Source: an optimization exercise on an open RTL-to-GDS flow (aim: small area, a short achievable clock period and few clock cycles). Production flows keep margins and buffers that such runs may drop.
Only simulation tests tie the RTL to the original design; equivalence was not proved.
Power figures rest on the tool's default switching activity, not on a simulated workload.

Design lamb_lfo, start of the top module:
module lamb_lfo (
    input  wire        clk,
    input  wire        rst,           
    input  wire        cmd_valid,
    input  wire [7:0]  cmd,
    output reg         cmd_ready,
    input  wire [1:0]  sw_raw,
    input  wire [31:0] now_ms,
    input  wire        clk_active,
    input  wire [31:0] clk_period,
    input  wire [9:0]  knob_freq,
    input  wire [9:0]  knob_duty,
    output reg  [11:0] sample_q,
    output reg         sample_wr,
    output wire        range_ind,
    output reg         range_evt
);
Size in the first run: about 680 flip-flops, about 58,000 µm² of cells after synthesis.
clock: 12.0 ns
lec_check: 0
cap_margin: 20
core_margin: 2
core_utilization: 55
place_density: 0.65
slew_margin: 20
synth_memory_max_bits: 65536
standard.sh (not shown) runs the stock make flow with config.mk's settings and CLKGATE_MAP_FILE= SYNTH_SCRIPT=/design/flow/synth_recipe.tcl, a recipe that flattens the netlist after the stock synthesis.
==> flow/flow/run.sh <==
#!/bin/bash
# Layout flow: the standard ORFS layout (standard.sh, standard synthesis unchanged), with
# repair_timing asked to keep 7.8 ns of setup slack at the design's 12 ns clock, so that the
# resizer also works on paths that already meet 12 ns. Constraints and clock are the design's.
# The make output goes to standard.log; ORFS keeps each step's full log under orfs/logs/.
set -euo pipefail
bash standard.sh SETUP_SLACK_MARGIN=7.8 finish > standard.log 2>&1
The starting point went through all stages and came out clean.
Testbench counts at the start, summed over its fixed seeds: cycles 153,584.
Change:
--- a/flow/design.v
+++ b/flow/design.v
@@ -435,15 +435,14 @@
     reg [3:0]  coef_r;
     reg        lower_r;
     reg        pf_div;
     reg        ovf_r;
     reg        corr_r;
     reg [4:0]  sk_r;
     wire       per_small = ~|M[24:16];                   
-    wire       per_tiny  = ~|M[24:13];                   
     wire       x_ovf     = !per_small && (|dA_rem[14:12]);    
     wire       sdiv_last = (st == S_SDIV) && (cntA == 4'd1);
     wire       pc_exec   = (st == S_IDLE) || sdiv_last;
     wire [9:0] dvc = (last_duty < DUTY_MIN) ? DUTY_MIN :
                      (last_duty > DUTY_MAX) ? DUTY_MAX : last_duty;
     wire [26:0] t1;
     wire [25:0] t2;
@@ -562,21 +561,19 @@
                 dA_rem_in  = 21'd0;
                 dA_dvd_in  = last_clkper[27:0];
                 dA_dvs_in  = {17'd0, coef_r};
                 dA_dvs3_in = {18'd0, coef_r, 1'b0} + {19'd0, coef_r};
             end
             S_XMUL: begin
                 dB_load    = (mcnt == 4'd6);
-                dB_rem_in  = per_small ? {9'd0, M[15:4]} : {8'd0, M[24:12]};
-                dB_dvd_in  = per_small ? {M[3:0], 24'd0} : {M[11:0], 16'd0};
+                dB_rem_in  = {8'd0, M[24:12]};
+                dB_dvd_in  = {M[11:0], 16'd0};
                 dA_load    = (mcnt == 4'd1);
-                dA_rem_in  = per_tiny  ? {8'd0, prod6[22:10]} :
-                             per_small ? {9'd0, prod6[25:14]} : {6'd0, prod6[34:20]};
-                dA_dvd_in  = per_tiny  ? {prod6[9:0], 18'd0} :
-                             per_small ? {prod6[13:0], 14'd0} : {prod6[19:0], 8'd0};
+                dA_rem_in  = per_small ? {9'd0, prod6[25:14]} : {6'd0, prod6[34:20]};
+                dA_dvd_in  = per_small ? {prod6[13:0], 14'd0} : {prod6[19:0], 8'd0};
             end
             S_AMUL: begin                    
                 dA_load    = (mcnt == 4'd1);
                 dA_rem_in  = {8'd0, prod6[24:12]};
                 dA_dvd_in  = {prod6[11:0], 16'd0};
                 dA_dvs_in  = 21'd10240;
                 dA_dvs3_in = 23'd30720;
@@ -765,17 +762,17 @@
                     acc   <= 29'd0;
                     mq    <= {16'd0, dv_r};
                         {b_neg, b_two, b_zero} <= bdec({dv_r[1:0], 1'b0});
                     mcnt  <= 4'd6;
                     st    <= S_XMUL;
                 end
                 S_XMUL: begin
-                    if (mcnt == 4'd6) cntB <= per_small ? 4'd7 : 4'd11;
+                    if (mcnt == 4'd6) cntB <= 4'd11;
                     if (mcnt == 4'd1) begin
-                        cntA <= per_tiny ? 4'd5 : per_small ? 4'd7 : 4'd10;
+                        cntA <= per_small ? 4'd7 : 4'd10;
                         st   <= S_NCHK;
                     end
                 end
                 S_NCHK: begin
                     ovf_r <= x_ovf;
                     if (x_ovf) begin
                         M     <= {12'd0, a_r};
What happened: Via count shrinks by a few percent. First-iteration DRC count grows slightly. Sequential power barely changes. Count of clock-buffer cells in the layout shrinks by 1. Synthesized area fell slightly. Worst setup slack improved by 0.047 ns. Non-clock buffer count is higher by 7.
Testbench counts after the change, summed over its fixed seeds: cycles 154,460.

separate check: timing with driven ports:
Ports are ideal in the flow. The routed layouts listed here were re-timed in OpenROAD. Step 1 (the two cells are an assumption about what drives the block):
set clk [get_ports {clk}]
set_driving_cell -lib_cell sky130_fd_sc_hd__clkbuf_16 $clk
set_driving_cell -lib_cell sky130_fd_sc_hd__buf_2 [delete_from_list [all_inputs] $clk]
Step 2 adds t to the input delays and takes it off the output delays; t is the mean of the earliest and latest rising clock arrival at the registers after step 1. Input paths then give back, and output paths get back, about the clock's delay inside the block. Three values: no drivers, after step 1, after step 2; two values: the first two.
| run | shift t [ns] | setup slack, ns | worst hold slack (ns) |
|---|---|---|---|
| the first run | 0.748 | 7.789 / 7.789 / 7.145 | 0.449 / 0.449 / 0.449 |
| the second run | 0.757 | 7.835 / 7.790 / 7.148 | 0.449 / 0.449 / 0.449 |
After both steps setup and hold are still met in every run listed. The setup slack of the second run, which loses most, moves by -0.045 ns with the drivers and by -0.687 ns with both steps.
